Context: an optimization exercise on an open-source flow, tuned for small area, a short achievable clock period and few clock cycles per item. The choices shown serve that exercise and are no tape-out recipe.
Only simulation tests tie the RTL to the original design; equivalence was not proved.
No activity file was given, so power comes from the tool's default toggle rates.

<file path="design/flow/config.mk">
export PLATFORM = sky130hd
export DESIGN_NAME = mars_core
export DESIGN_NICKNAME = mars_core
export VERILOG_FILES = /design/flow/design.v
export SDC_FILE = /design/flow/constraint.sdc
export NUM_CORES = 4
export LEC_CHECK = 0
export CAP_MARGIN = 20
export CORE_MARGIN = 2
export CORE_UTILIZATION = 40
export SLEW_MARGIN = 20
</file>
<file path="design/flow/constraint.sdc">
create_clock -name core_clock -period 24.0 [get_ports {clk}]
set_input_delay 4.8000 -clock core_clock [delete_from_list [all_inputs] [get_ports {clk}]]
set_output_delay 4.8000 -clock core_clock [all_outputs]
set_load 0.01 [all_outputs]
</file>
<file path="design/flow/design.v">
module mars_core (
    input  wire        clk,
    input  wire        rst,           
    input  wire        cmd_valid,
    input  wire        cmd_op,        
    input  wire [12:0] cmd_pc,        
    output wire        cmd_ready,
    output reg         mem_req,
    output reg  [2:0]  mem_we,        
    output reg  [12:0] mem_addr,
    output reg  [79:0] mem_wdata,
    input  wire        mem_ack,
    input  wire [79:0] mem_rdata,
    input  wire [2:0]  q_sel,
    output wire [12:0] q_pc,
    output wire        q_alive,
    output wire [3:0]  q_len,
    output wire [2:0]  q_cur,
    output reg  [3:0]  st_code,
    output reg  [2:0]  st_wid,
    output reg  [12:0] st_pc,
    output wire [4:0]  st_op,
    output reg  [63:0] cycles
);
    localparam [12:0] CORESIZE = 13'd8000;
    localparam [2:0] C_OK = 3'd1, C_DAT = 3'd2, C_DIVZ = 3'd3, C_OVF = 3'd4, C_UNSUP = 3'd5;
    localparam [3:0] S_IDLE  = 4'd0,  S_FETCH = 4'd1,
                     S_APTR  = 4'd2,  S_APRE  = 4'd3,  S_ASNAP = 4'd4,  S_APOST = 4'd5,
                     S_BPTR  = 4'd6,  S_BPRE  = 4'd7,  S_BSNAP = 4'd8,  S_BPOST = 4'd9,
                     S_WRITE = 4'd10, S_MD    = 4'd11, S_MDFIN = 4'd12,
                     S_SLINIT = 4'd13, S_SLRUN = 4'd14, S_SLFIX = 4'd15;
    reg [3:0] state;
    reg [12:0] qpc   [0:7];
    reg        qalive[0:7];
    reg [3:0]  qlen;
    reg [2:0]  cur;
    reg [4:0]  r_op;              
    reg [2:0]  r_mod, r_am, r_bm;
    reg        r_ill;
    reg        r_afz;             
    reg [79:0] s_ins;             
    reg [31:0] p;                 
    reg [12:0] sa, da, ptr;
    reg [2:0]  code;
    reg        taken;
    reg [3:0]  sl_ret;
    reg        sl_pb;      
    reg [1:0]  sl_sel;            
    reg [32:0] m_a, m_b;
    reg [31:0] m_c;
    reg [5:0]  m_k;
    reg        m_ph, m_neg, m_sx, m_ovf, m_big, m_p2;
    assign cmd_ready = (state == S_IDLE);
    assign q_pc      = qpc[q_sel];
    assign q_alive   = qalive[q_sel];
    assign q_len     = qlen;
    assign q_cur     = cur;
    assign st_op     = r_op;
    wire [12:0] curpc = qpc[cur];
    wire [13:0] pc1s  = {1'b0, curpc} + 14'd1;
    wire [13:0] pc2s  = {1'b0, curpc} + 14'd2;
    wire [12:0] pc1   = (pc1s >= {1'b0, CORESIZE}) ? pc1s[12:0] - CORESIZE : pc1s[12:0];
    wire [12:0] pc2   = (pc2s >= {1'b0, CORESIZE}) ? pc2s[12:0] - CORESIZE : pc2s[12:0];
    wire fetching = (state == S_IDLE) || (state == S_FETCH);
    wire [4:0] d_op  = fetching ? mem_rdata[4:0]   : r_op;
    wire [2:0] d_mod = fetching ? mem_rdata[7:5]   : r_mod;
    wire [2:0] d_am  = fetching ? mem_rdata[10:8]  : r_am;
    wire [2:0] d_bm  = fetching ? mem_rdata[13:11] : r_bm;
    wire f_ill = (mem_rdata[4:0] >= 5'd20) || (mem_rdata[7:5] == 3'd7) || (mem_rdata[15:14] != 2'b00);
    wire d_ill = fetching ? f_ill : r_ill;
    wire f_afz = (mem_rdata[47:16] == 32'd0);
    wire d_afz = fetching ? f_afz : r_afz;
    wire d_mov   = (d_op == 5'd1);
    wire d_arith = (d_op >= 5'd2) && (d_op <= 5'd6);
    wire d_md    = (d_op >= 5'd4) && (d_op <= 5'd6);
    wire d_jmp   = (d_op == 5'd7);
    wire d_jz    = (d_op == 5'd8) || (d_op == 5'd9);
    wire d_djn   = (d_op == 5'd11);
    wire d_cmp   = (d_op >= 5'd12) && (d_op <= 5'd15);
    wire d_slt   = (d_op == 5'd15);
    wire n_s   = !d_ill && (d_mov || d_arith || d_jz || d_djn || d_cmp);    
    wire n_a   = n_s || (!d_ill && d_jmp);                                  
    wire n_d   = !d_ill && (d_arith || d_cmp);                              
    wire n_b   = n_d || (!d_ill && d_mov);                                  
    wire n_w   = !d_ill && (d_mov || d_arith || d_djn);                     
    wire a_ind  = d_am[2] || d_am[1];
    wire a_pre  = (d_am == 3'd4) || (d_am == 3'd6);
    wire a_post = (d_am == 3'd5) || (d_am == 3'd7);
    wire b_ind  = d_bm[2] || d_bm[1];
    wire b_pre  = (d_bm == 3'd4) || (d_bm == 3'd6);
    wire b_post = (d_bm == 3'd5) || (d_bm == 3'd7);
    wire en_aptr  = a_ind && (d_am[2] || n_a);
    wire en_asnap = n_s && (a_ind || d_djn || ((d_am == 3'd1) && !d_afz));
    wire en_bptr  = b_ind && (d_bm[2] || n_b);
    function [3:0] nxt;
        input [3:0] pos;
        input e_aptr, e_apre, e_asnap, e_apost, e_bptr, e_bpre, e_bsnap, e_bpost, e_write;
        begin
            nxt = S_IDLE;
            if (e_write && pos < S_WRITE) nxt = S_WRITE;
            if (e_bpost && pos < S_BPOST) nxt = S_BPOST;
            if (e_bsnap && pos < S_BSNAP) nxt = S_BSNAP;
            if (e_bpre  && pos < S_BPRE)  nxt = S_BPRE;
            if (e_bptr  && pos < S_BPTR)  nxt = S_BPTR;
            if (e_apost && pos < S_APOST) nxt = S_APOST;
            if (e_asnap && pos < S_ASNAP) nxt = S_ASNAP;
            if (e_apre  && pos < S_APRE)  nxt = S_APRE;
            if (e_aptr  && pos < S_APTR)  nxt = S_APTR;
        end
    endfunction
    wire [3:0] pos = fetching ? S_FETCH : (state == S_MDFIN || state == S_MD) ? S_BSNAP : state;
    wire [3:0] next_pos = nxt(pos, en_aptr, a_pre, en_asnap, a_post, en_bptr, b_pre, n_d, b_post,
                              n_w || (!d_ill && d_slt));
    function [12:0] wrapf;
        input [12:0] base;
        input [12:0] f;
        input        dec;
        reg [14:0] s, sp, sm;
        begin
            s  = {2'b00, base} + {{2{f[12]}}, f} - {14'd0, dec};
            sp = s + 15'd8000;
            sm = s - 15'd8000;
            wrapf = s[14] ? sp[12:0] : (!sm[14] ? sm[12:0] : s[12:0]);
        end
    endfunction
    wire        ptr_st   = (state == S_APTR) || (state == S_BPTR);
    wire        ptr_isb  = (state == S_BPTR) || (state == S_BPRE) || (state == S_BPOST);
    wire [2:0]  ptr_mode = ptr_isb ? r_bm : r_am;
    wire        ptr_usea = (ptr_mode == 3'd2) || (ptr_mode == 3'd4) || (ptr_mode == 3'd5);
    wire        ptr_pre  = (ptr_mode == 3'd4) || (ptr_mode == 3'd6);
    wire        ptr_post = (ptr_mode == 3'd5) || (ptr_mode == 3'd7);
    wire [31:0] ptr_fld  = ptr_usea ? mem_rdata[47:16] : mem_rdata[79:48];
    wire        ptr_fault = (ptr_pre && ptr_fld == 32'h8000_0000) || (ptr_post && ptr_fld == 32'h7FFF_FFFF);
    wire [31:0] w1_f    = fetching ? mem_rdata[47:16] : ptr_fld;
    wire [12:0] w1_base = fetching ? curpc : ((state == S_BPTR) ? da : sa);
    wire [12:0] w1      = wrapf(w1_base, w1_f[12:0], ptr_st && ptr_pre);
    wire        w1_ok   = (w1_f[31:12] == 20'd0) || (w1_f[31:12] == 20'hFFFFF);
    wire        ptr_slow = !w1_ok && ((state == S_BPTR) ? n_b : n_a);
    wire [12:0] w2      = wrapf(curpc, mem_rdata[60:48], 1'b0);
    wire        w2_ok   = (mem_rdata[79:60] == 20'd0) || (mem_rdata[79:60] == 20'hFFFFF);
    wire r_dsta = (r_mod == 3'd0) || (r_mod == 3'd3) || (r_mod >= 3'd4);
    wire r_dstb = (r_mod == 3'd1) || (r_mod == 3'd2) || (r_mod >= 3'd4);
    wire [31:0] s_af = s_ins[47:16];
    wire [31:0] s_bf = s_ins[79:48];
    wire [31:0] src_a = ((r_mod == 3'd3) || (r_mod == 3'd5)) ? s_bf : s_af;
    wire [31:0] src_b = ((r_mod == 3'd2) || (r_mod == 3'd5)) ? s_af : s_bf;
    wire [31:0] rd_af = mem_rdata[47:16];
    wire [31:0] rd_bf = mem_rdata[79:48];
    wire        as_djn = (state == S_ASNAP);
    wire        as_inv = as_djn || (r_op == 5'd3) || (r_op == 5'd15);
    wire        as_cin = !as_djn && (r_op == 5'd3);
    wire [31:0] as_sa  = as_djn ? 32'd0 : src_a;
    wire [31:0] as_sb  = as_djn ? 32'd0 : src_b;
    wire [32:0] sum_a  = {rd_af[31], rd_af} + ({as_sa[31], as_sa} ^ {33{as_inv}}) + {32'd0, as_cin};
    wire [32:0] sum_b  = {rd_bf[31], rd_bf} + ({as_sb[31], as_sb} ^ {33{as_inv}}) + {32'd0, as_cin};
    wire        as_ovf = (r_dsta && (sum_a[32] != sum_a[31])) || (r_dstb && (sum_b[32] != sum_b[31]));
    wire        slt_t  = (!r_dsta || !sum_a[32]) && (!r_dstb || !sum_b[32]);
    wire jz_t   = (!r_dsta || rd_af == 32'd0) && (!r_dstb || rd_bf == 32'd0);
    wire f_dsta = (mem_rdata[7:5] == 3'd0) || (mem_rdata[7:5] == 3'd3) || (mem_rdata[7:5] >= 3'd4);
    wire f_dstb = (mem_rdata[7:5] == 3'd1) || (mem_rdata[7:5] == 3'd2) || (mem_rdata[7:5] >= 3'd4);
    wire fjz_t  = (!f_dsta || rd_af == 32'd0) && (!f_dstb || rd_bf == 32'd0);
    wire fjn_t  = (!f_dsta || rd_af != 32'd0) && (!f_dstb || rd_bf != 32'd0);
    wire f_taken = d_jmp || (d_jz && ((d_op == 5'd8) ? fjz_t : fjn_t));
    wire jn_t   = (!r_dsta || rd_af != 32'd0) && (!r_dstb || rd_bf != 32'd0);
    wire djn_nz = (!r_dsta || rd_af != 32'd1) && (!r_dstb || rd_bf != 32'd1);
    wire djn_ov = (r_dsta && rd_af == 32'h8000_0000) || (r_dstb && rd_bf == 32'h8000_0000);
    wire same   = (r_mod == 3'd6) ? (mem_rdata == s_ins)
                                  : ((!r_dsta || src_a == rd_af) && (!r_dstb || src_b == rd_bf));
    wire divz   = (r_dsta && src_a == 32'd0) || (r_dstb && src_b == 32'd0);
    wire        md_mul  = (r_op == 5'd4);
    wire        md_div  = (r_op == 5'd5);
    wire        in_sl   = (state == S_SLRUN) || (state == S_SLFIX) || (state == S_SLINIT);
    wire        m_shr   = (state == S_MD) && m_ph;             
    wire [32:0] m_op2   = m_shr ? {1'b0, m_b[32:1]} : m_b;
    wire        m_sub   = (state == S_MD) ? !md_mul : ((state == S_SLRUN) ? (m_ph && !m_a[32]) : 1'b0);
    wire        m_sext  = (state != S_MD);
    wire [33:0] m_sum   = {m_sext & m_a[32], m_a} + ({m_sext & m_op2[32], m_op2} ^ {34{m_sub}}) + {33'd0, m_sub};
    wire [33:0] m_usum  = {1'b0, m_a} + {1'b0, m_b};         
    wire        ld_first = (state == S_BSNAP);
    wire [31:0] ld_x  = ld_first ? (r_dsta ? rd_af : rd_bf) : src_a;
    wire [31:0] ld_y  = (ld_first && r_dsta) ? src_a : src_b;
    wire [32:0] abs_x = ld_x[31] ? (33'd0 - {ld_x[31], ld_x}) : {1'b0, ld_x};
    wire [32:0] abs_y = ld_y[31] ? (33'd0 - {ld_y[31], ld_y}) : {1'b0, ld_y};
    wire [32:0] md_mag = md_mul ? m_a : (md_div ? {1'b0, m_c} : {1'b0, m_a[31:0]});
    wire        md_sgn = (r_op == 5'd6) ? m_sx : m_neg;
    wire        md_ovf = m_ovf || md_mag[32] || (md_mag[31] && (!md_sgn || md_mag[30:0] != 31'd0));
    wire [31:0] md_res = md_sgn ? (32'd0 - md_mag[31:0]) : md_mag[31:0];
    wire        md_two = r_dsta && r_dstb;
    wire [31:0] sl_d    = (sl_sel == 2'd0) ? s_af : ((sl_sel == 2'd1) ? s_bf : p);
    wire [12:0] sl_base = sl_sel[1] ? ptr : curpc;
    wire        sl_postm = sl_sel[1] && ptr_post_r;
    wire [2:0]  ptr_mode_r = (sl_sel == 2'd3) ? r_bm : r_am;
    wire        ptr_post_r = (ptr_mode_r == 3'd5) || (ptr_mode_r == 3'd7);
    wire        sl_small = (sl_d[31:16] == 16'd0) || (sl_d[31:16] == 16'hFFFF);
    reg         commit;
    reg  [2:0]  c_code;
    reg         c_taken;
    reg  [12:0] c_tgt;
    wire [2:0]  f_code = f_ill ? C_UNSUP :
                         (mem_rdata[4:0] == 5'd0) ? C_DAT :
                         ((mem_rdata[4:0] == 5'd10) || (mem_rdata[4:0] == 5'd16) ||
                          (mem_rdata[4:0] == 5'd17) || (mem_rdata[4:0] == 5'd19)) ? C_UNSUP : C_OK;
    wire        r_skip = (r_op >= 5'd12) && (r_op <= 5'd15);
    wire [12:0] newpc = (c_taken && c_code == C_OK) ? c_tgt : pc1;
    wire step_acc = (state == S_IDLE) && cmd_valid && !cmd_op && (qlen != 4'd0);
    wire fetch_ok = ((state == S_FETCH) || step_acc) && mem_ack;
    wire f_slowa = !w1_ok && (((d_am == 3'd1) && n_a) || en_aptr);
    wire f_slowb = !w2_ok && (((d_bm == 3'd1) && n_b) || en_bptr);
    always @(*) begin
        commit  = 1'b0;
        c_code  = code;
        c_taken = taken;
        c_tgt   = r_skip ? pc2 : sa;
        case (state)
            S_IDLE, S_FETCH: begin
                c_code  = f_code;
                c_taken = f_taken;
                c_tgt   = (d_am == 3'd0) ? curpc : w1;
                commit  = fetch_ok && (next_pos == S_IDLE) && !f_slowa && !f_slowb;
            end
            S_APTR, S_BPTR: begin
                c_tgt  = (state == S_APTR) ? w1 : sa;
                commit = mem_ack && (next_pos == S_IDLE) && !ptr_slow && !ptr_fault;
            end
            S_APRE, S_BPRE, S_APOST, S_BPOST:
                commit = mem_ack && (next_pos == S_IDLE);
            S_ASNAP: begin
                c_taken = (r_op == 5'd8) ? jz_t : jn_t;
                commit  = mem_ack && (next_pos == S_IDLE);
            end
            S_BSNAP: begin
                c_taken = (r_op == 5'd14) ? !same : same;
                commit  = mem_ack && (next_pos == S_IDLE);
            end
            S_WRITE:
                commit = mem_ack || !mem_req;
            default: ;
        endcase
    end
    wire w_ptr = (state == S_APRE) || (state == S_APOST) || (state == S_BPRE) || (state == S_BPOST);
    wire w_mov = (r_op == 5'd1);
    always @(*) begin
        mem_req   = 1'b0;
        mem_we    = 3'b000;
        mem_addr  = curpc;
        mem_wdata = {s_bf, s_af, s_ins[15:0]};
        case (state)
            S_IDLE:  mem_req = (qlen != 4'd0);
            S_FETCH: mem_req = 1'b1;
            S_APTR, S_ASNAP: begin
                mem_req  = 1'b1;
                mem_addr = sa;
            end
            S_BPTR, S_BSNAP: begin
                mem_req  = 1'b1;
                mem_addr = da;
            end
            S_APRE, S_APOST, S_BPRE, S_BPOST: begin
                mem_req  = 1'b1;
                mem_addr = ptr;
                mem_we   = ptr_usea ? 3'b010 : 3'b100;
            end
            S_WRITE: begin
                mem_req  = (code == C_OK) && n_w;
                mem_addr = (r_op == 5'd11) ? sa : da;
                mem_we   = (w_mov && r_mod == 3'd6) ? 3'b111 : {r_dstb, r_dsta, 1'b0};
            end
            default: ;
        endcase
        if (w_ptr) mem_wdata[79:16] = {p, p};
        else if (w_mov && r_mod != 3'd6) mem_wdata[79:16] = {src_b, src_a};
    end
    always @(posedge clk) begin
        if (rst) begin
            state   <= S_IDLE;
            qlen    <= 4'd0;
            cur     <= 3'd0;
            st_code <= 4'd0;
            st_wid  <= 3'd0;
            st_pc   <= 13'd0;
            r_op    <= 5'd0;
            cycles  <= 64'd0;
        end else begin
            if (state == S_IDLE && cmd_valid) begin
                if (cmd_op) begin
                    if (qlen != 4'd8) begin
                        qpc[qlen[2:0]]    <= cmd_pc;
                        qalive[qlen[2:0]] <= 1'b1;
                        qlen              <= qlen + 4'd1;
                    end
                end else if (qlen == 4'd0) begin
                    st_code <= 4'd6;
                    st_wid  <= 3'd0;
                    st_pc   <= 13'd0;
                    r_op    <= 5'd0;
                end else begin
                    st_wid <= cur;
                    st_pc  <= curpc;
                    if (!mem_ack) state <= S_FETCH;
                end
            end
            if (fetch_ok) begin
                r_op   <= mem_rdata[4:0];
                r_mod  <= mem_rdata[7:5];
                r_am   <= mem_rdata[10:8];
                r_bm   <= mem_rdata[13:11];
                r_ill  <= f_ill;
                r_afz  <= f_afz;
                s_ins  <= mem_rdata;
                code   <= f_code;
                taken  <= f_taken;
                sa     <= (d_am == 3'd0) ? curpc : w1;
                da     <= (d_bm == 3'd0) ? curpc : w2;
                sl_pb  <= f_slowb;
                if (f_slowa || f_slowb) begin
                    state  <= S_SLINIT;
                    sl_sel <= f_slowa ? 2'd0 : 2'd1;
                    sl_ret <= (next_pos == S_IDLE) ? S_WRITE : next_pos;
                end else begin
                    state  <= next_pos;
                end
            end
            case (state)
                S_APTR, S_BPTR: if (mem_ack) begin
                    ptr <= (state == S_BPTR) ? da : sa;
                    if (state == S_BPTR) da <= w1; else sa <= w1;
                    p <= ptr_fld + (ptr_pre ? 32'hFFFF_FFFF : (ptr_post ? 32'd1 : 32'd0));
                    if (ptr_fault) begin
                        code  <= C_OVF;
                        state <= S_WRITE;
                    end else if (ptr_slow) begin
                        state  <= S_SLINIT;
                        sl_sel <= (state == S_BPTR) ? 2'd3 : 2'd2;
                        sl_ret <= (next_pos == S_IDLE) ? S_WRITE : next_pos;
                    end else begin
                        state <= next_pos;
                    end
                end
                S_APRE, S_BPRE, S_APOST, S_BPOST: if (mem_ack) state <= next_pos;
                S_ASNAP: if (mem_ack) begin
                    s_ins <= mem_rdata;
                    if (r_op == 5'd11) begin
                        s_ins[79:16] <= {sum_b[31:0], sum_a[31:0]};
                        taken <= djn_nz;
                        if (djn_ov) code <= C_OVF;
                    end else if (r_op == 5'd8 || r_op == 5'd9) begin
                        taken <= (r_op == 5'd8) ? jz_t : jn_t;
                    end
                    state <= next_pos;
                end
                S_BSNAP: if (mem_ack) begin
                    state <= next_pos;
                    if (r_op == 5'd14) taken <= !same;
                    else if (r_op == 5'd15) taken <= slt_t;
                    else if (r_op == 5'd12 || r_op == 5'd13) taken <= same;
                    if (r_op == 5'd2 || r_op == 5'd3) begin
                        s_ins[79:16] <= {sum_b[31:0], sum_a[31:0]};
                        if (as_ovf) code <= C_OVF;
                    end
                    if (d_md) begin
                        if (r_op != 5'd4 && divz) begin
                            code <= C_DIVZ;
                        end else begin
                            state <= S_MD;
                            if (r_mod == 3'd5) s_ins[79:48] <= rd_bf;
                            else s_ins[47:16] <= rd_bf;
                            m_p2  <= 1'b0;
                            m_a   <= md_mul ? 33'd0 : abs_x;
                            m_b   <= abs_y;
                            m_c   <= md_mul ? abs_x[31:0] : 32'd0;
                            m_k   <= 5'd0;
                            m_ph  <= 1'b0;
                            m_ovf <= 1'b0;
                            m_big <= 1'b0;
                            m_neg <= ld_x[31] ^ ld_y[31];
                            m_sx  <= ld_x[31];
                        end
                    end
                end
                S_MD: begin
                    if (md_mul) begin
                        if (m_c == 32'd0 || m_ovf) begin
                            state <= S_MDFIN;
                        end else begin
                            if (m_c[0]) begin
                                m_a <= m_usum[32:0];
                                if (m_usum[33] || m_big) m_ovf <= 1'b1;
                            end
                            m_b <= {m_b[31:0], 1'b0};
                            if (m_b[32]) m_big <= 1'b1;
                            m_c <= {1'b0, m_c[31:1]};
                        end
                    end else if (!m_ph) begin
                        if (!m_sum[33]) begin
                            m_b <= {m_b[31:0], 1'b0};
                            m_k <= m_k + 6'd1;
                        end else if (m_k == 6'd0) begin
                            state <= S_MDFIN;
                        end else begin
                            m_ph <= 1'b1;
                        end
                    end else begin
                        if (!m_sum[33]) m_a <= m_sum[32:0];
                        m_c <= {m_c[30:0], !m_sum[33]};
                        m_b <= {1'b0, m_b[32:1]};
                        m_k <= m_k - 6'd1;
                        if (m_k == 6'd1) state <= S_MDFIN;
                    end
                end
                S_MDFIN: begin
                    if (md_ovf) begin
                        code  <= C_OVF;
                        state <= next_pos;
                    end else if (md_two && !m_p2) begin
                        s_ins[47:16] <= md_res;
                        state <= S_MD;
                        m_p2  <= 1'b1;
                        m_a   <= md_mul ? 33'd0 : abs_x;
                        m_b   <= abs_y;
                        m_c   <= md_mul ? abs_x[31:0] : 32'd0;
                        m_k   <= 5'd0;
                        m_ph  <= 1'b0;
                        m_ovf <= 1'b0;
                        m_big <= 1'b0;
                        m_neg <= ld_x[31] ^ ld_y[31];
                        m_sx  <= ld_x[31];
                    end else begin
                        if (r_dsta && !md_two) s_ins[47:16] <= md_res;
                        else s_ins[79:48] <= md_res;
                        state <= next_pos;
                    end
                end
                S_WRITE: if (commit) state <= S_IDLE;
                S_SLINIT: begin
                    m_a   <= {sl_d[31], sl_d};
                    m_b   <= {20'd0, sl_base} - {32'd0, sl_postm};
                    m_big <= !sl_small;
                    state <= S_SLRUN;
                    m_ph  <= 1'b0;
                end
                S_SLRUN: begin
                    if (!m_ph) begin
                        m_a  <= m_sum[32:0];
                        m_b  <= m_big ? (33'd8000 << 18) : (33'd8000 << 3);
                        m_k  <= m_big ? 6'd18 : 6'd3;
                        m_ph <= 1'b1;
                    end else begin
                        m_a <= m_sum[32:0];
                        if (m_k == 6'd0) state <= S_SLFIX;
                        else begin
                            m_b <= {1'b0, m_b[32:1]};
                            m_k <= m_k - 6'd1;
                        end
                    end
                end
                S_SLFIX: begin
                    if (sl_sel == 2'd1 || sl_sel == 2'd3)
                        da <= m_a[32] ? m_sum[12:0] : m_a[12:0];
                    else
                        sa <= m_a[32] ? m_sum[12:0] : m_a[12:0];
                    if (sl_sel == 2'd0 && sl_pb) begin
                        sl_sel <= 2'd1;
                        state  <= S_SLINIT;
                    end else begin
                        state <= sl_ret;
                    end
                end
                default: ;
            endcase
            if (commit) begin
                qpc[cur] <= newpc;
                if (c_code != C_OK) qalive[cur] <= 1'b0;
                st_code <= {1'b0, c_code};
                cycles  <= cycles + 64'd1;
                cur     <= ({1'b0, cur} + 4'd1 == qlen) ? 3'd0 : cur + 3'd1;
                state   <= S_IDLE;
            end
        end
    end
endmodule
</file>
<file path="design/flow/run.sh">
#!/bin/bash
# synth_recipe.tcl (not shown) runs the flow's synth.tcl, then flattens the netlist and writes it again
# the make line also repeats each setting of config.mk as NAME=value (left out here)
make -C /OpenROAD-flow-scripts/flow DESIGN_CONFIG=/design/flow/config.mk WORK_HOME=/design/flow/orfs CLKGATE_MAP_FILE= SYNTH_SCRIPT=/design/flow/synth_recipe.tcl finish
</file>
==> results of run 1 <==
-- how the worst max path moves through the flow --
stage,end,startpoint
after floorplan,q_alive,q_sel[0]
after global placement,mem_req,mem_rdata[5]
after detailed placement,mem_req,mem_rdata[5]
after CTS,mem_req,mem_rdata[5]
after global routing,mem_req,mem_rdata[5]
final,mem_req,mem_rdata[5]
-- state kept, by name (all words and copies together) (netlist names), 4 cells and up, named ones only --
| name | flops |
|---|---|
| da | 13 |
| qlen | 4 |
| r_op | 5 |
| sa | 13 |
| qalive | 8 |
| qpc | 104 |
| m_b | 33 |
| ptr | 13 |
| state | 4 |
| m_a | 33 |
| sl_ret | 4 |
| cycles | 64 |
| m_c | 32 |
| p | 32 |
| m_k | 6 |
| s_ins | 64 |
| st_pc | 13 |
-- metal layers --
| layer | up-vias | wire [um] |
|---|---|---|
| met1 | 28700 | 112000 |
| met5 | - | 256 |
| met3 | 817 | 44200 |
| met2 | 4266 | 111000 |
| met4 | 16 | 15700 |
| li1 | 25600 | - |
-- logic make-up (layout without fill, tap and decap cells) --
kind of cell               count (synthesis)  in the layout  synth area share (%)
adders and majority gates                232            232                  5.51
buffers and inverters                    694            831                  5.20
AOI/OAI and AO/OA                       2109           2109                  25.3
other                                      1             17               0.00693
xor gates and xnor gates                 450            450                  7.32
and+or+nand+nor                         2341           2341                  21.3
muxes                                    445            445                  9.74
DFF                                      497            497                  25.7
-- cells in the mapped netlist (152+ instances only) --
cell type	instances	area, sq um
nor2_1	628	2360
nand2_1	603	2260
a21oi_1	591	2960
o21ai_0	503	2520
edfxtp_1	395	11900
clkbuf_1	390	1460
mux2i_1	317	3170
xnor2_1	269	2360
ha_1	222	2780
nor3_1	216	1080
xor2_1	180	1580
nand3_1	152	761
-- layout make-up --
| type | count | area (sq um) |
|---|---|---|
| fill | 13300 | 72200 |
| multi-input combinational | 5578 | 37700 |
| sequential | 497 | 13900 |
| timing repair buffer | 559 | 4980 |
| tap | 1768 | 2210 |
| clock buffer | 76 | 1770 |
| inverter | 154 | 581 |
| clock inverter | 42 | 438 |
| antenna | 16 | 40.0 |
-- cell usage in the layout (no fill, tap or decap), types with 222 or more instances in the layout --
cell type and count:
ha_1 222, clkdlybuf4s50_1 304, a21oi_1 589, nor2_1 616
mux2i_1 317, xnor2_1 267, o21ai_0 498, buf_4 250
edfxtp_1 395, nand2_1 599
-- stage by stage --
stage | setup WS, ps | util [%] | hold slack [ps]
after global routing | 11440 | 46.0 | 478
after floorplan | 12510 | - | 476
after global placement | 11570 | 44.3 | 444
final | 11540 | 46.0 | 455
after detailed placement | 11550 | 44.3 | 446
after CTS | 11540 | 45.9 | 454
-- critical path, cell delays in order --
cell and delay [ps]:
clkdlybuf4s50_1 560, and3_1 230, or4_1 490, o32ai_1 140, o21ai_0 180, or4_1 580, nand2_1 110, clkdlybuf4s50_1 550
-- power by group through the flow --
stage	clock network (uW)	registers, uW	logic, uW
2_1_floorplan	0	1240	3540
3_3_place_gp	0	1350	5340
3_5_place_dp	0	1350	5370
4_1_cts	1060	1330	5400
5_1_grt	1090	1350	5960
6_report	1060	1360	5660
==> results.sh, run 1 <==
export IMPL_status="finished clean"
export IMPL_dieArea_sq_um=138000
export IMPL_synth_seq_cells=497
export IMPL_cts_buffers=67
export IMPL_hp_start="st_wid[2]"
export IMPL_r2r_cells=23
export IMPL_worstReg2RegEnd="qpc[5][9]"
export IMPL_power_density_nw_per_um2=131
export IMPL_cts_sinks=497
export IMPL_yosys_cell_types_count=123
export IMPL_routedWlPerCell_um=32.5
export IMPL_drc=0
export IMPL_grt_use_met1_pct=52.8
export IMPL_setup_tns_final_ps=0
export IMPL_placed_cells=8553
export IMPL_tightest_slew_ps=1310
export IMPL_fin_crit_ps=12460
export IMPL_async_flop_share_pct=0
export IMPL_grt_busiest_layer="met2"
export IMPL_initialDrtViolationCount=9984
export IMPL_place_gp_congestion=1.07
export IMPL_fin_worst_skew_ps=40.5
export IMPL_slew_viol_final=0
export IMPL_area_growth_synth_to_final_pct=13.9
export IMPL_root_buffer="clkbuf_16"
export IMPL_critPathKind="input port to primary output"
export IMPL_pwr_share_clk_pct=13.1
export IMPL_internal_power_uw=3680
export IMPL_fin_area_sq_um=61600
export IMPL_startpoint_type="input port"
export IMPL_h_tree_depth=3
export IMPL_use_met2_pct=53.7
export IMPL_layout_nets=7190
export IMPL_dr_pass1_iters=9
export IMPL_synth_top_flop_cell="edfxtp_1"
export IMPL_clk_latency_ps=710
export IMPL_required_ps=19200
export IMPL_netlist_area_sq_um=54100
export IMPL_ant_nets=0
export IMPL_cts_resized_gates=0
export IMPL_p_sw_uw=4400
export IMPL_total_power_uw=8080
export IMPL_coreArea_sq_um=134000
export IMPL_drive_gt1_share_pct=9.40
export IMPL_cts_tree="yes"
export IMPL_cap_violations=0
export IMPL_core_rowCount=134
export IMPL_grt_pass1_wl_mm=395
export IMPL_start_util_pct=40.4
export IMPL_grt_ovfl_total=0
export IMPL_grt_use_total_pct=39.4
export IMPL_r2r_setup_slack_ps=15370
export IMPL_cp_end_kind="primary output"
export IMPL_rsz0062_at_grt="false"
export IMPL_grt_pass1_vias=54000
export IMPL_path_max_fanout=5
export IMPL_fin_cells=8690
export IMPL_arrival_ps=7660
export IMPL_syn_inst=6769
export IMPL_viasPerCell=6.84
export IMPL_maxSlewHeadroom_pct=12.2
export IMPL_io_pins=309
export IMPL_p_comb_share_pct=70.1
export IMPL_min_to="st_wid[2]"
export IMPL_clockBufferDepth=3
export IMPL_post_dp_cell_area_sq_um=59300
export IMPL_avgSynthCellArea_sq_um=7.99
export IMPL_antenna_found_initial=21
export IMPL_fmax_mhz=80.3
export IMPL_hold_depth=2
export IMPL_max_vdd_ir_drop_v=0.000119
export IMPL_syn_nets=7102
export IMPL_fin_crit_sh_pct=51.9
export IMPL_hold_path_class="flip-flop to flip-flop"
export IMPL_dieWidth_um=372
export IMPL_path_clk_slew_ps=60
export IMPL_switching_share_pct=54.5
export IMPL_power_leakage_uw=0.0231
export IMPL_cts_hold_fix_buffers=0
export IMPL_die_h_um=372
export IMPL_drt_wl_total_mm=283
export IMPL_r2r_start="state[2]"
export IMPL_grt_start_max_net_pins=110
export IMPL_synth_warnings=1
export IMPL_vias=59400
export IMPL_setup_viol=0
export IMPL_cts_setup_buffers=0
export IMPL_grt_met3_usage_pct=16.4
export IMPL_hpwl_mm=210
export IMPL_synth_edf_count=395
export IMPL_hold_viol=0
export IMPL_pwr_share_seq_pct=16.8
export IMPL_io_buffers=307
export IMPL_synth_seq_area_share_pct=25.7
Testbench counts, summed over its fixed seeds: cycles 98,526, steps 48,000.
==> inputs of run 2 (changes only) <==
--- a/design/flow/design.v
+++ b/design/flow/design.v
@@ -83,6 +83,7 @@
     wire n_d   = !d_ill && (d_arith || d_cmp);                              
     wire n_b   = n_d || (!d_ill && d_mov);                                  
     wire n_w   = !d_ill && (d_mov || d_arith || d_djn);                     
+    wire r_nw  = !r_ill && ((r_op >= 5'd1 && r_op <= 5'd6) || r_op == 5'd11);
     wire a_ind  = d_am[2] || d_am[1];
     wire a_pre  = (d_am == 3'd4) || (d_am == 3'd6);
     wire a_post = (d_am == 3'd5) || (d_am == 3'd7);
@@ -175,7 +176,6 @@
     wire        m_sub   = (state == S_MD) ? !md_mul : ((state == S_SLRUN) ? (m_ph && !m_a[32]) : 1'b0);
     wire        m_sext  = (state != S_MD);
     wire [33:0] m_sum   = {m_sext & m_a[32], m_a} + ({m_sext & m_op2[32], m_op2} ^ {34{m_sub}}) + {33'd0, m_sub};
-    wire [33:0] m_usum  = {1'b0, m_a} + {1'b0, m_b};         
     wire        ld_first = (state == S_BSNAP);
     wire [31:0] ld_x  = ld_first ? (r_dsta ? rd_af : rd_bf) : src_a;
     wire [31:0] ld_y  = (ld_first && r_dsta) ? src_a : src_b;
@@ -261,7 +261,7 @@
                 mem_we   = ptr_usea ? 3'b010 : 3'b100;
             end
             S_WRITE: begin
-                mem_req  = (code == C_OK) && n_w;
+                mem_req  = (code == C_OK) && r_nw;
                 mem_addr = (r_op == 5'd11) ? sa : da;
                 mem_we   = (w_mov && r_mod == 3'd6) ? 3'b111 : {r_dstb, r_dsta, 1'b0};
             end
@@ -383,8 +383,8 @@
                             state <= S_MDFIN;
                         end else begin
                             if (m_c[0]) begin
-                                m_a <= m_usum[32:0];
-                                if (m_usum[33] || m_big) m_ovf <= 1'b1;
+                                m_a <= m_sum[32:0];
+                                if (m_sum[33] || m_big) m_ovf <= 1'b1;
                             end
                             m_b <= {m_b[31:0], 1'b0};
                             if (m_b[32]) m_big <= 1'b1;
==> run 2 against run 1 <==
Still clean on timing, DRC and antenna. Sequential cell count is the same. Critical path depth fell by 4. Die area fell by 5.5%. Total power rose by 1.5%. Combinational power decreased by 2%. Critical path type unchanged. Largest cell class unchanged.
==> results.sh, run 2 <==
export IMPL_status="finished clean"
export IMPL_rsz0062_at_grt="false"
export IMPL_synth_simple_area_share_pct=19.1
export IMPL_largestRegisters="qpc: 104 flops, cycles: 64 flops, s_ins: 64 flops"
export IMPL_synth_area_leaders="edfxtp_1 (23%), mux2i_1 (7.4%), xnor2_1 (4.9%)"
export IMPL_critPathLaunch="q_sel[0]"
export IMPL_power_leakage_uw=0.0217
export IMPL_start_util_pct=40.2
export IMPL_grt_start_max_net_pins=102
export IMPL_drive_gt1_share_pct=9.22
export IMPL_fin_crit_ps=11780
export IMPL_worst_slack_ps=12220
export IMPL_root_buffer="clkbuf_16"
export IMPL_cts_sinks=497
export IMPL_netlist_area_sq_um=51100
export IMPL_worstReg2RegEnd="code[1]"
export IMPL_fin_area_sq_um=58700
export IMPL_synth_top_cell_by_area="edfxtp_1"
export IMPL_grt_use_total_pct=39.5
export IMPL_path_clk_slew_ps=60
export IMPL_slew_viol_final=0
export IMPL_vias=55500
export IMPL_initialDrtViolationCount=8873
export IMPL_dieArea_sq_um=131000
export IMPL_async_flop_share_pct=0
export IMPL_synth_seq_cells=497
export IMPL_viasPerCell=6.88
export IMPL_total_power_uw=8200
export IMPL_area_growth_synth_to_final_pct=14.9
export IMPL_tightest_slew_ps=1330
export IMPL_synth_warnings=1
export IMPL_clockBufferDepth=3
export IMPL_synth_common_cells="nor2_1 (563), nand2_1 (556), a21oi_1 (497)"
export IMPL_maxSlewHeadroom_pct=10.6
export IMPL_die_h_um=361
export IMPL_hold_path_class="flip-flop to flip-flop"
export IMPL_fmax_mhz=84.9
export IMPL_fin_crit_sh_pct=49.1
export IMPL_r2r_setup_slack_ps=15360
export IMPL_synth_most_common_cell="nor2_1"
export IMPL_hold_depth=2
export IMPL_io_pins=309
export IMPL_grt_ovfl_total=0
export IMPL_avgSynthCellArea_sq_um=8.17
export IMPL_core_rowCount=131
export IMPL_top_register="qpc"
export IMPL_power_density_nw_per_um2=140
export IMPL_cts_setup_buffers=0
export IMPL_cts_hold_fix_buffers=0
export IMPL_synth_mux_area_share_pct=11.6
export IMPL_syn_inst=6252
export IMPL_fin_worst_skew_ps=82.8
export IMPL_synth_seq_area_share_pct=27.2
export IMPL_setup_viol=0
export IMPL_h_tree_depth=3
export IMPL_dr_pass1_iters=10
export IMPL_syn_nets=6551
export IMPL_max_vdd_ir_drop_v=0.000114
export IMPL_min_to="st_wid[2]"
export IMPL_drt_wl_total_mm=269
export IMPL_clk_latency_ps=730
export IMPL_synthAdderAreaFrac_pct=4.98
export IMPL_hp_start="st_wid[2]"
export IMPL_synth_xor_area_share_pct=8.11
export IMPL_antenna_found_initial=28
export IMPL_pre_cts_slack_ps=12160
export IMPL_cts_tree="yes"
export IMPL_coreArea_sq_um=127000
export IMPL_place_gp_congestion=1.05
export IMPL_synth_top_flop_cell="edfxtp_1"
export IMPL_synth_top_area_share_pct=23.2
export IMPL_io_buffers=307
export IMPL_grt_pass1_vias=50900
export IMPL_hold_viol=0
export IMPL_cp_end_kind="primary output"
export IMPL_setup_tns_final_ps=0
export IMPL_layout_nets=6638
export IMPL_drc=0
export IMPL_dieWidth_um=361
export IMPL_r2r_start="state[1]"
export IMPL_startpoint_type="input port"
export IMPL_required_ps=19200
export IMPL_r2r_cells=25
export IMPL_synth_edf_count=395
export IMPL_grt_pass1_wl_mm=376
export IMPL_final_cell_mix="nor2_1 (555), nand2_1 (552), a21oi_1 (494)"
export IMPL_largest_reg_flops=104
export IMPL_cts_resized_gates=0
export IMPL_critPathKind="input port to primary output"
export IMPL_post_dp_cell_area_sq_um=56200
export IMPL_ant_nets=0
export IMPL_synth_compound_area_share_pct=23.9
export IMPL_holdWs_ps=473
export IMPL_synth_top_family_by_area="compound AO/OA/AOI/OAI gates"
export IMPL_arrival_ps=6980
export IMPL_yosys_cell_types_count=101
export IMPL_routedWlPerCell_um=33.4
export IMPL_hpwl_mm=200
export IMPL_cap_violations=0
export IMPL_cts_buffers=67
export IMPL_path_max_fanout=28
export IMPL_layout_commonest_cell="nor2_1"
==> run 2: report_power, final <==
group / internal [uW] / total (uW) / leakage (uW) / switching [uW]
Clock: 653 / 1120 / 0.00117 / 472
Combinational: 1940 / 5560 / 0.0160 / 3620
Sequential: 1190 / 1510 / 0.00449 / 325
Total: 3780 / 8200 / 0.0217 / 4410
==> run 2: cells by family after synthesis <==
| logic type | count (synthesis) |
|---|---|
| AO/OA/AOI/OAI | 1880 |
| XOR/XNOR | 473 |
| adder cells (fa/ha/maj) | 198 |
| buffers and inverters | 676 |
| flip-flops | 497 |
| multiplexers | 509 |
| other | 1 |
| AND/OR/NAND/NOR | 2018 |
==> run 2: cell type report <==
type	instances	area, sq um
well taps	1662	2080
diodes	20	50.0
inverters	156	588
clock buffers	81	1830
flip-flops and latches	497	13900
multi-input cells	5079	34900
clock inverters	39	576
fillers	12500	68500
repair buffers	538	4800
==> run 2: worst max-delay path: stages <==
cell and delay, ps:
buf_2 740, mux4_2 610, mux2_2 320, clkdlybuf4s50_1 490
==> run 2: metrics by stage <==
step / utilization (%) / std cells
floorplan: - / 6252
global placement: 44.2 / 7930
detailed placement: 44.2 / 7931
CTS: 46.1 / 8051
global route: 46.1 / 8055
finish: 46.2 / 8072
==> run 2: worst max-delay path by stage <==
stage / end / slack, ps / cells past startpoint
6_report: q_pc[9] / 12220 / 4
5_1_grt: q_alive / 12070 / 4
3_3_place_gp: q_pc[9] / 12210 / 4
3_5_place_dp: q_pc[9] / 12160 / 4
4_1_cts: q_pc[9] / 12160 / 4
2_1_floorplan: q_alive / 12510 / 4
==> run 2: metal layers <==
metal	GRT usage [%]	up-vias	part of all wire, %
li1	-	23700	-
met1	51.3	26800	38
met2	56.7	4110	41
met3	14.6	903	14
met4	20.8	34	6.3
met5	0.407	-	0.14
Testbench counts of run 2, summed over its fixed seeds: cycles 98,526, steps 48,000.
==> inputs of run 3 (changes only) <==
--- a/design/flow/design.v
+++ b/design/flow/design.v
@@ -179,8 +179,10 @@
     wire        ld_first = (state == S_BSNAP);
     wire [31:0] ld_x  = ld_first ? (r_dsta ? rd_af : rd_bf) : src_a;
     wire [31:0] ld_y  = (ld_first && r_dsta) ? src_a : src_b;
-    wire [32:0] abs_x = ld_x[31] ? (33'd0 - {ld_x[31], ld_x}) : {1'b0, ld_x};
-    wire [32:0] abs_y = ld_y[31] ? (33'd0 - {ld_y[31], ld_y}) : {1'b0, ld_y};
+    wire [31:0] ld_u  = md_mul ? ld_y : ld_x;
+    wire [31:0] ld_v  = md_mul ? ld_x : ld_y;
+    wire [32:0] abs_u = ld_u[31] ? (33'd0 - {ld_u[31], ld_u}) : {1'b0, ld_u};
+    wire [32:0] abs_v = ld_v[31] ? (33'd0 - {ld_v[31], ld_v}) : {1'b0, ld_v};
     wire [32:0] md_mag = md_mul ? m_a : (md_div ? {1'b0, m_c} : {1'b0, m_a[31:0]});
     wire        md_sgn = (r_op == 5'd6) ? m_sx : m_neg;
     wire        md_ovf = m_ovf || md_mag[32] || (md_mag[31] && (!md_sgn || md_mag[30:0] != 31'd0));
@@ -202,6 +204,11 @@
                           (mem_rdata[4:0] == 5'd17) || (mem_rdata[4:0] == 5'd19)) ? C_UNSUP : C_OK;
     wire        r_skip = (r_op >= 5'd12) && (r_op <= 5'd15);
     wire [12:0] newpc = (c_taken && c_code == C_OK) ? c_tgt : pc1;
+    wire        q_ld = (state == S_IDLE) && cmd_valid && cmd_op && (qlen != 4'd8);
+    wire        q_we = q_ld || commit;
+    wire [2:0]  q_wi = q_ld ? qlen[2:0] : cur;
+    wire [12:0] q_wd = q_ld ? cmd_pc : newpc;
+    wire        q_wa = q_ld || ((c_code == C_OK) && qalive[cur]);
     wire step_acc = (state == S_IDLE) && cmd_valid && !cmd_op && (qlen != 4'd0);
     wire fetch_ok = ((state == S_FETCH) || step_acc) && mem_ack;
     wire f_slowa = !w1_ok && (((d_am == 3'd1) && n_a) || en_aptr);
@@ -281,11 +288,10 @@
             r_op    <= 5'd0;
             cycles  <= 64'd0;
         end else begin
+            cycles <= cycles + {63'd0, commit};
             if (state == S_IDLE && cmd_valid) begin
                 if (cmd_op) begin
                     if (qlen != 4'd8) begin
-                        qpc[qlen[2:0]]    <= cmd_pc;
-                        qalive[qlen[2:0]] <= 1'b1;
                         qlen              <= qlen + 4'd1;
                     end
                 end else if (qlen == 4'd0) begin
@@ -365,9 +371,9 @@
                             if (r_mod == 3'd5) s_ins[79:48] <= rd_bf;
                             else s_ins[47:16] <= rd_bf;
                             m_p2  <= 1'b0;
-                            m_a   <= md_mul ? 33'd0 : abs_x;
-                            m_b   <= abs_y;
-                            m_c   <= md_mul ? abs_x[31:0] : 32'd0;
+                            m_a   <= md_mul ? 33'd0 : abs_u;
+                            m_b   <= abs_v;
+                            m_c   <= md_mul ? abs_u[31:0] : 32'd0;
                             m_k   <= 5'd0;
                             m_ph  <= 1'b0;
                             m_ovf <= 1'b0;
@@ -379,17 +385,14 @@
                 end
                 S_MD: begin
                     if (md_mul) begin
-                        if (m_c == 32'd0 || m_ovf) begin
-                            state <= S_MDFIN;
-                        end else begin
-                            if (m_c[0]) begin
-                                m_a <= m_sum[32:0];
-                                if (m_sum[33] || m_big) m_ovf <= 1'b1;
-                            end
-                            m_b <= {m_b[31:0], 1'b0};
-                            if (m_b[32]) m_big <= 1'b1;
-                            m_c <= {1'b0, m_c[31:1]};
+                        if (m_c[0]) begin
+                            m_a <= m_sum[32:0];
+                            if (m_sum[33] || m_big) m_ovf <= 1'b1;
                         end
+                        m_b <= {m_b[31:0], 1'b0};
+                        if (m_b[32]) m_big <= 1'b1;
+                        m_c <= {1'b0, m_c[31:1]};
+                        if (m_c[31:1] == 31'd0 || m_ovf) state <= S_MDFIN;
                     end else if (!m_ph) begin
                         if (!m_sum[33]) begin
                             m_b <= {m_b[31:0], 1'b0};
@@ -415,9 +418,9 @@
                         s_ins[47:16] <= md_res;
                         state <= S_MD;
                         m_p2  <= 1'b1;
-                        m_a   <= md_mul ? 33'd0 : abs_x;
-                        m_b   <= abs_y;
-                        m_c   <= md_mul ? abs_x[31:0] : 32'd0;
+                        m_a   <= md_mul ? 33'd0 : abs_u;
+                        m_b   <= abs_v;
+                        m_c   <= md_mul ? abs_u[31:0] : 32'd0;
                         m_k   <= 5'd0;
                         m_ph  <= 1'b0;
                         m_ovf <= 1'b0;
@@ -467,11 +470,12 @@
                 end
                 default: ;
             endcase
+            if (q_we) begin
+                qpc[q_wi]    <= q_wd;
+                qalive[q_wi] <= q_wa;
+            end
             if (commit) begin
-                qpc[cur] <= newpc;
-                if (c_code != C_OK) qalive[cur] <= 1'b0;
                 st_code <= {1'b0, c_code};
-                cycles  <= cycles + 64'd1;
                 cur     <= ({1'b0, cur} + 4'd1 == qlen) ? 3'd0 : cur + 3'd1;
                 state   <= S_IDLE;
             end
==> run 3 against run 2 <==
Still clean on timing, DRC and antenna. Global-route usage rose by 0.11 points. Via count rose by 4.3%. Sequential cell count did not move. Combinational power fell by 2%. Critical path type unchanged.
==> results.sh, run 3 <==
export IMPL_fmax_mhz=84.9
export IMPL_grt_pass1_vias=52100
export IMPL_vias=57900
export IMPL_setup_viol=0
export IMPL_synth_seq_cells=497
export IMPL_dieArea_sq_um=133000
export IMPL_synth_area_leaders="edfxtp_1 (23%), mux2i_1 (6.5%), a21oi_1 (5.4%)"
export IMPL_rsz0062_at_grt="false"
export IMPL_cts_setup_buffers=0
export IMPL_viasPerCell=6.91
export IMPL_synth_edf_count=395
export IMPL_worst_slack_ps=12220
export IMPL_yosys_cell_types_count=101
export IMPL_dieWidth_um=364
export IMPL_clk_latency_ps=740
export IMPL_cts_sinks=497
export IMPL_io_pins=309
export IMPL_grt_pass1_wl_mm=382
export IMPL_initialDrtViolationCount=10100
export IMPL_top_register="qpc"
export IMPL_cp_end_kind="primary output"
export IMPL_fin_crit_ps=11780
export IMPL_tightest_slew_ps=1340
export IMPL_layout_commonest_cell="nand2_1"
export IMPL_layout_nets=6878
export IMPL_arrival_ps=6980
export IMPL_r2r_start="state[2]"
export IMPL_final_cell_mix="nand2_1 (656), nor2_1 (561), a21oi_1 (559)"
export IMPL_drt_wl_total_mm=274
export IMPL_die_h_um=364
export IMPL_drc=0
export IMPL_fin_crit_sh_pct=49.1
export IMPL_min_to="st_wid[0]"
export IMPL_synth_warnings=1
export IMPL_grt_ovfl_total=0
export IMPL_pre_cts_slack_ps=12130
export IMPL_hold_viol=0
export IMPL_total_power_uw=7950
export IMPL_critPathMaxStageDelay_ps=750
export IMPL_routedWlPerCell_um=32.8
export IMPL_synth_top_area_share_pct=22.8
export IMPL_cts_tree="yes"
export IMPL_grt_start_max_net_pins=111
export IMPL_critPathKind="input port to primary output"
export IMPL_h_tree_depth=3
export IMPL_hold_depth=2
export IMPL_r2r_setup_slack_ps=14410
export IMPL_cts_buffers=68
export IMPL_r2r_cells=25
export IMPL_synth_seq_area_share_pct=26.8
export IMPL_core_rowCount=132
export IMPL_syn_nets=6796
export IMPL_synth_top_cell_by_area="edfxtp_1"
export IMPL_async_flop_share_pct=0
export IMPL_cap_violations=0
export IMPL_area_growth_synth_to_final_pct=14.5
export IMPL_slowest_stage="buf_2"
export IMPL_clockBufferDepth=3
export IMPL_max_vdd_ir_drop_v=0.000202
export IMPL_coreArea_sq_um=129000
export IMPL_fin_worst_skew_ps=64.0
export IMPL_io_buffers=307
export IMPL_power_leakage_uw=0.0219
export IMPL_cts_resized_gates=0
export IMPL_hold_path_class="flip-flop to flip-flop"
export IMPL_drive_gt1_share_pct=8.63
export IMPL_largest_reg_flops=104
export IMPL_synth_common_cells="nand2_1 (658), nor2_1 (571), a21oi_1 (564)"
export IMPL_place_gp_congestion=1.09
export IMPL_worstReg2RegEnd="qpc[4][8]"
export IMPL_antenna_found_initial=6
export IMPL_hp_start="st_wid[0]"
export IMPL_grt_use_total_pct=39.6
export IMPL_dr_pass1_iters=11
export IMPL_synth_top_flop_cell="edfxtp_1"
export IMPL_netlist_area_sq_um=52000
export IMPL_path_max_fanout=28
export IMPL_largestRegisters="qpc: 104 flops, cycles: 64 flops, s_ins: 64 flops"
export IMPL_power_density_nw_per_um2=134
export IMPL_cts_hold_fix_buffers=0
export IMPL_status="finished clean"
export IMPL_maxSlewHeadroom_pct=10.6
export IMPL_ant_nets=0
export IMPL_setup_tns_final_ps=0
export IMPL_synth_most_common_cell="nand2_1"
export IMPL_cp_cell_sequence="buf_2 -> mux4_2 -> mux2_2 -> clkdlybuf4s50_1"
export IMPL_root_buffer="clkbuf_16"
export IMPL_path_clk_slew_ps=60
export IMPL_holdWs_ps=453
export IMPL_fin_area_sq_um=59500
export IMPL_start_util_pct=40.2
export IMPL_hpwl_mm=203
export IMPL_syn_inst=6496
export IMPL_post_dp_cell_area_sq_um=57200
export IMPL_startpoint_type="input port"
export IMPL_slew_viol_final=0
export IMPL_avgSynthCellArea_sq_um=8.00
export IMPL_required_ps=19200
-- run 3: cell count changes in the layout (fill, tap and decap cells not counted), moves of 14 or more --
cell,change
nand2_1,+104
xor2_1,+66
a21oi_1,+65
nand3_1,+60
nor3_1,+46
mux2i_1,-43
xnor2_1,-42
and3_1,-28
or4_1,-25
a21o_1,+21
nor4_1,+18
o21ai_0,-17
and2_1,+15
o31ai_1,-14
-- run 3: metal layers --
layer	GRT usage [%]	vias up	wire length (um)	share of wire [%]
li1	-	24500	-	-
met1	51.7	27600	105000	38
met2	54.0	4742	106000	39
met3	18.7	1015	46300	17
met4	19.5	8	17100	6.2
met5	1.23	-	235	0.086
-- run 3: through the flow --
stage	utilization, %	instances
after global routing	46.1	8373
after CTS	46.0	8367
final	46.1	8379
after global placement	44.3	8245
after detailed placement	44.3	8246
after floorplan	-	6496
-- run 3: logic make-up (layout without fill, tap and decap cells) --
logic type,after synthesis,in the layout,share of synthesized area [%]
other,1,9,0.00722
flip-flops,497,497,26.8
buffers and inverters,671,804,4.96
adder cells (fa/ha/maj),199,199,4.92
multiplexers,467,467,10.5
XOR/XNOR,498,498,8.39
AND/OR/NAND/NOR,2220,2220,20.4
AO/OA/AOI/OAI,1943,1943,24.1
-- run 3: report_power, final --
part	leakage, uW	internal (uW)	total [uW]	switching, uW
clock	0.00108	601	1070	470
combinational	0.0164	1840	5470	3630
sequential	0.00449	1180	1410	234
-- run 3: area by class of cell --
| type | count | area, sq um |
|---|---|---|
| fill | 12800 | 69700 |
| timing repair buffer | 541 | 4820 |
| antenna | 8 | 20.0 |
| multi-input combinational | 5328 | 35800 |
| clock buffer | 84 | 1810 |
| tap | 1742 | 2180 |
| clock inverter | 37 | 450 |
| sequential | 497 | 13900 |
| inverter | 142 | 536 |
-- run 3: worst max path at each step --
stage	start	endpoint	slack [ps]	cells after the start
2_1_floorplan	q_sel[0]	q_alive	12510	4
3_3_place_gp	q_sel[0]	q_pc[10]	12250	4
3_5_place_dp	mem_rdata[62]	cycles[63]	12130	19
4_1_cts	q_sel[0]	q_pc[12]	12190	4
5_1_grt	q_sel[0]	q_pc[12]	12100	4
6_report	q_sel[0]	q_pc[12]	12220	4
-- run 3: critical path: cells and delay by family --
family	cells	cell delay, ps
buf+inv	2	1250
mux	2	920
Testbench counts of run 3, summed over its fixed seeds: cycles 97,755, steps 48,000.
==> inputs of run 4 (changes only) <==
--- a/design/flow/design.v
+++ b/design/flow/design.v
@@ -116,11 +116,15 @@
         input [12:0] base;
         input [12:0] f;
         input        dec;
-        reg [14:0] s, sp, sm;
+        reg [14:0] b0, bp, bm, fx, s, sp, sm;
         begin
-            s  = {2'b00, base} + {{2{f[12]}}, f} - {14'd0, dec};
-            sp = s + 15'd8000;
-            sm = s - 15'd8000;
+            b0 = {2'b00, base} - {14'd0, dec};
+            bp = b0 + 15'd8000;
+            bm = b0 - 15'd8000;
+            fx = {{2{f[12]}}, f};
+            s  = b0 + fx;
+            sp = bp + fx;
+            sm = bm + fx;
             wrapf = s[14] ? sp[12:0] : (!sm[14] ? sm[12:0] : s[12:0]);
         end
     endfunction
==> design/flow/flow/run.sh (new file) <==
#!/bin/bash
set -e
export BUFFER_PORTS_ARGS="-buffer_cell sky130_fd_sc_hd__buf_2"
export SETUP_SLACK_MARGIN=13.5
bash standard.sh > standard.log 2>&1
==> design/flow/standard.sh (new file) <==
#!/bin/bash
# synth_recipe.tcl (not shown) runs the flow's synth.tcl, then flattens the netlist and writes it again
# the make line also repeats each setting of config.mk as NAME=value (left out here)
make -C /OpenROAD-flow-scripts/flow DESIGN_CONFIG=/design/flow/config.mk WORK_HOME=/design/flow/orfs CLKGATE_MAP_FILE= SYNTH_SCRIPT=/design/flow/synth_recipe.tcl "${@:-finish}"
--- a/design/flow/config.mk
+++ b/design/flow/config.mk
@@ -7,5 +7,5 @@
 export LEC_CHECK = 0
 export CAP_MARGIN = 20
 export CORE_MARGIN = 2
-export CORE_UTILIZATION = 40
+export CORE_UTILIZATION = 70
 export SLEW_MARGIN = 20
removed: design/flow/run.sh
==> run 4 against run 3 <==
The run now fails in global routing (5_1_grt). Synthesized cell count up 1.3%. Synthesized area up 2.3%.
==> results.sh, run 4 <==
export IMPL_synth_seq_area_share_pct=26.2
export IMPL_synth_top_flop_cell="edfxtp_1"
export IMPL_avgSynthCellArea_sq_um=8.07
export IMPL_grt_start_max_net_pins=113
export IMPL_h_tree_depth=2
export IMPL_core_rowCount=101
export IMPL_die_h_um=279
export IMPL_cts_sinks=497
export IMPL_root_buffer="clkbuf_16"
export IMPL_io_buffers=307
export IMPL_syn_nets=6941
export IMPL_grt_use_total_pct=73.0
export IMPL_syn_inst=6582
export IMPL_synth_top_area_share_pct=22.3
export IMPL_start_util_pct=70.3
export IMPL_synth_most_common_cell="a21oi_1"
export IMPL_dieWidth_um=279
export IMPL_placed_cells=7515
export IMPL_grt_ovfl_total=5
export IMPL_synth_common_cells="a21oi_1 (615), nand2_1 (604), nor2_1 (571)"
export IMPL_yosys_cell_types_count=120
export IMPL_hpwl_mm=188
export IMPL_synth_top_family_by_area="compound AO/OA/AOI/OAI gates"
export IMPL_io_pins=309
export IMPL_grt_pass1_vias=62400
export IMPL_async_flop_share_pct=0
export IMPL_synth_compound_area_share_pct=23.7
export IMPL_synth_seq_cells=497
export IMPL_synth_xor_area_share_pct=9.14
export IMPL_post_dp_cell_area_sq_um=55300
export IMPL_synth_top_cell_by_area="edfxtp_1"
export IMPL_status="aborted with a tool error"
export IMPL_cts_hold_fix_buffers=0
export IMPL_synthAdderAreaFrac_pct=6.46
export IMPL_place_gp_congestion=1.17
export IMPL_synth_area_leaders="edfxtp_1 (22%), mux2i_1 (5.9%), a21oi_1 (5.8%)"
export IMPL_grt_pass1_wl_mm=417
export IMPL_synth_simple_area_share_pct=18.9
export IMPL_stop_stage="global routing (5_1_grt)"
export IMPL_synth_edf_count=395
export IMPL_synth_mux_area_share_pct=10.3
export IMPL_clockBufferDepth=3
export IMPL_netlist_area_sq_um=53100
export IMPL_cts_buffers=57
export IMPL_stop_error="[ERROR GRT-0116] Global routing finished with congestion. Check the congestion regions in the DRC Viewer."
export IMPL_synth_warnings=1
==> run 4: cell types whose count changed after synthesis, sizes merged, moves of 26 or more <==
cell	before	now
nor3	178	221
xnor2	246	287
ha	190	231
nand3	205	157
nand2	658	606
inv	139	190
nor3b	48	17
o221ai	117	91
a21oi	565	615
or2	18	44
==> run 4: timing repair <==
action,in CTS
cloned,3
endpoints found under the setup margin,18
buffers inserted,0
pin swaps,0
hold endpoints to repair,0
resized for setup,31
==> run 4: metrics by stage <==
stage | power, uW | worst slack (ps)
global placement | 6090 | 12630
CTS | 7220 | 13300
detailed placement | 6220 | 12520
floorplan | 4610 | 13340
==> run 4: metal layers <==
metal	overflow	track usage, %
met1	0	76.0
met2	3	89.3
met3	0	58.8
met4	2	61.6
met5	0	37.4
==> run 4: logic make-up after synthesis <==
| kind of cell | after synthesis |
|---|---|
| buffers and inverters | 717 |
| XOR/XNOR | 553 |
| multiplexers | 464 |
| other | 1 |
| AO/OA/AOI/OAI | 1979 |
| adder cells (fa/ha/maj) | 258 |
| AND/OR/NAND/NOR | 2113 |
| flip-flops | 497 |
==> run 4: how the worst max path moves through the flow <==
| stage | slack, ps | end | start |
|---|---|---|---|
| 2_1_floorplan | 13340 | q_pc[10] | q_sel[0] |
| 3_3_place_gp | 12630 | q_pc[4] | q_sel[0] |
| 3_5_place_dp | 12520 | q_pc[5] | q_sel[0] |
| 4_1_cts | 13300 | q_pc[0] | q_sel[0] |
==> run 4: power groups by stage <==
stage               combinational (uW)  clock (uW)  sequential (uW)
floorplan                         3330           0             1280
global placement                  4650           0             1440
detailed placement                4780           0             1440
CTS                               4850         938             1430
Testbench counts of run 4, summed over its fixed seeds: cycles 97,755, steps 48,000.
==> inputs of run 5 (changes only) <==
--- a/design/flow/config.mk
+++ b/design/flow/config.mk
@@ -7,5 +7,5 @@
 export LEC_CHECK = 0
 export CAP_MARGIN = 20
 export CORE_MARGIN = 2
-export CORE_UTILIZATION = 70
+export CORE_UTILIZATION = 40
 export SLEW_MARGIN = 20
==> run 5 against run 4 <==
Now clean on timing, DRC and antenna. Synthesized cell count is the same. Synthesized area unchanged.
==> results.sh, run 5 <==
export IMPL_startpoint_type="input port"
export IMPL_drive_gt1_share_pct=13.5
export IMPL_synth_most_common_cell="a21oi_1"
export IMPL_worstReg2RegEnd="qpc[4][7]"
export IMPL_hp_start="st_wid[1]"
export IMPL_top_register="qpc"
export IMPL_r2r_cells=22
export IMPL_drc=0
export IMPL_dr_pass1_iters=10
export IMPL_clockBufferDepth=3
export IMPL_p_sw_uw=4270
export IMPL_largestRegisters="qpc: 104 flops, cycles: 64 flops, s_ins: 64 flops"
export IMPL_r2r_start="state[0]"
export IMPL_fmax_mhz=93.8
export IMPL_holdWs_ps=451
export IMPL_cts_buffers=71
export IMPL_routedWlPerCell_um=32.9
export IMPL_tightest_slew_ps=1250
export IMPL_hpwl_mm=208
export IMPL_die_h_um=368
export IMPL_syn_inst=6582
export IMPL_path_clk_slew_ps=50
export IMPL_synth_top_flop_cell="edfxtp_1"
export IMPL_hold_viol=0
export IMPL_fin_crit_sh_pct=44.4
export IMPL_required_ps=19200
export IMPL_critPathLaunch="q_sel[0]"
export IMPL_grt_pass1_wl_mm=387
export IMPL_cts_hold_fix_buffers=0
export IMPL_synth_area_leaders="edfxtp_1 (22%), mux2i_1 (5.9%), a21oi_1 (5.8%)"
export IMPL_critPathKind="input port to primary output"
export IMPL_rsz0062_at_grt="true"
export IMPL_place_gp_congestion=1.11
export IMPL_io_pins=309
export IMPL_pwr_share_seq_pct=18.5
export IMPL_fin_cells=8454
export IMPL_io_buffers=307
export IMPL_path_max_fanout=7
export IMPL_layout_nets=6992
export IMPL_avgSynthCellArea_sq_um=8.07
export IMPL_placed_cells=8310
export IMPL_status="finished clean"
export IMPL_start_util_pct=40.4
export IMPL_critPathCapture="q_pc[5]"
export IMPL_synth_top_cell_by_area="edfxtp_1"
export IMPL_r2r_setup_slack_ps=14830
export IMPL_worst_slack_ps=13330
export IMPL_power_leakage_uw=0.0229
export IMPL_synth_edf_count=395
export IMPL_final_cell_mix="a21oi_1 (609), nand2_1 (599), nor2_1 (558)"
export IMPL_coreArea_sq_um=132000
export IMPL_syn_nets=6941
export IMPL_dieArea_sq_um=136000
export IMPL_drt_wl_total_mm=278
export IMPL_async_flop_share_pct=0
export IMPL_initialDrtViolationCount=9857
export IMPL_core_rowCount=133
export IMPL_synth_seq_area_share_pct=26.2
export IMPL_power_density_nw_per_um2=133
export IMPL_cap_violations=0
export IMPL_setup_tns_final_ps=0
export IMPL_synth_top_area_share_pct=22.3
export IMPL_fin_crit_ps=10670
export IMPL_largest_reg_flops=104
export IMPL_ant_nets=0
export IMPL_synth_common_cells="a21oi_1 (615), nand2_1 (604), nor2_1 (571)"
export IMPL_layout_commonest_cell="a21oi_1"
export IMPL_switching_share_pct=54.2
export IMPL_pwr_share_clk_pct=14.3
export IMPL_dieWidth_um=368
export IMPL_hold_path_class="flip-flop to flip-flop"
export IMPL_h_tree_depth=3
export IMPL_vias=57400
export IMPL_max_vdd_ir_drop_v=0.000115
export IMPL_maxSlewHeadroom_pct=16.1
export IMPL_synth_seq_cells=497
export IMPL_cts_sinks=497
export IMPL_p_comb_share_pct=67.3
export IMPL_cts_tree="yes"
export IMPL_antenna_found_initial=22
export IMPL_synth_warnings=1
export IMPL_fin_worst_skew_ps=45.5
export IMPL_netlist_area_sq_um=53100
export IMPL_internal_power_uw=3610
export IMPL_setup_viol=0
export IMPL_grt_ovfl_total=0
export IMPL_slew_viol_final=0
export IMPL_cp_end_kind="primary output"
export IMPL_clk_latency_ps=710
export IMPL_grt_pass1_vias=52200
export IMPL_arrival_ps=5870
export IMPL_viasPerCell=6.79
export IMPL_yosys_cell_types_count=120
export IMPL_grt_use_total_pct=39.2
export IMPL_pre_cts_slack_ps=12430
export IMPL_root_buffer="clkbuf_16"
export IMPL_area_growth_synth_to_final_pct=11.4
export IMPL_grt_start_max_net_pins=106
[run 5: cell counts after synthesis]
No cell type changed its count.
[run 5: stage by stage]
step / utilization [%] / total power [uW] / cell area [sq um]
after floorplan: - / 4610 / 53200
after global placement: 42.9 / 6400 / 56500
after detailed placement: 42.9 / 6430 / 56500
after CTS: 44.9 / 7580 / 59100
after global routing: 45.0 / 8150 / 59200
final: 45.0 / 7880 / 59200
[run 5: worst min path at each step]
stage,cells after the start,endpoint,slack (ps)
global route,2,st_wid[1],470
finish,2,st_wid[1],450
CTS,2,st_wid[1],450
detailed placement,2,st_wid[1],450
global placement,2,st_wid[1],440
floorplan,2,st_wid[0],480
[run 5: area by class of cell]
class	instances	area, sq um
clock inverters	46	586
inverters	195	734
well taps	1755	2200
diodes	8	20.0
multi-input cells	5368	36700
clock buffers	85	1840
repair buffers	500	3170
flip-flops and latches	497	13900
fillers	13200	72400
[run 5: power by group through the flow]
stage	Sequential [uW]	Clock, uW	Combinational, uW
after floorplan	1280	0	3330
after global placement	1440	0	4960
after detailed placement	1440	0	4990
after CTS	1420	1130	5020
after global routing	1450	1160	5540
final	1460	1120	5300
[run 5: cells by family after synthesis]
kind of cell    Yosys count  share of synthesized area, %
compound gates         1979                          23.7
simple gates           2113                          18.9
xor+xnor                553                          9.14
fa+ha+maj               258                          6.46
flops                   497                          26.2
other cells               1                       0.00706
mux                     464                          10.3
buf+inv                 717                          5.30
[run 5: repair_timing]
action / CTS / global route
cloned: 3 / 0
resized for setup: 29 / 5
setup endpoints to repair: 21 / 21
buffers inserted: 1 / 0
pin swaps: 1 / 0
[run 5: metal layers]
metal | wire length, um | part of all wire (%) | GRT usage, %
met4 | 15500 | 5.6 | 17.9
met5 | 57 | 0.020 | 0
met2 | 109000 | 39 | 53.2
met1 | 109000 | 39 | 52.8
met3 | 44600 | 16 | 17.5
[run 5: worst max-delay path, cell delays in order]
cell	delay, ps
buf_16	120
mux4_2	500
mux2_4	300
buf_6	130

re-timing with driven ports:
The flow's constraints put no driver on any port. The routed layouts listed below were extracted and timed again, unchanged, in two steps.
Step 1 (the two cells are an assumption about what drives the block):
set clk [get_ports {clk}]
set_driving_cell -lib_cell sky130_fd_sc_hd__clkbuf_16 $clk
set_driving_cell -lib_cell sky130_fd_sc_hd__buf_2 [delete_from_list [all_inputs] $clk]
Step 2 adds t to the input delays and takes it off the output delays; t is the mean of the earliest and latest rising clock arrival at the registers after step 1. Input paths then give back, and output paths get back, about the clock's delay inside the block.
a / b / c = no drivers / after step 1 / after step 2; a / b = the first two.
run	t (ns)	setup WS [ns]	worst setup path at the end
run 1	0.774	11.542 / 11.519 / 11.519	input to output
run 2	0.764	12.219 / 12.192 / 12.192	input to output
run 3	0.782	12.221 / 12.196 / 11.949	input to register
run 5	0.767	13.334 / 12.993 / 12.993	input to output
After both steps setup and hold are still met in every run listed. The setup slack of run 5, which loses most, moves by -0.341 ns with the drivers and by -0.341 ns with both steps.
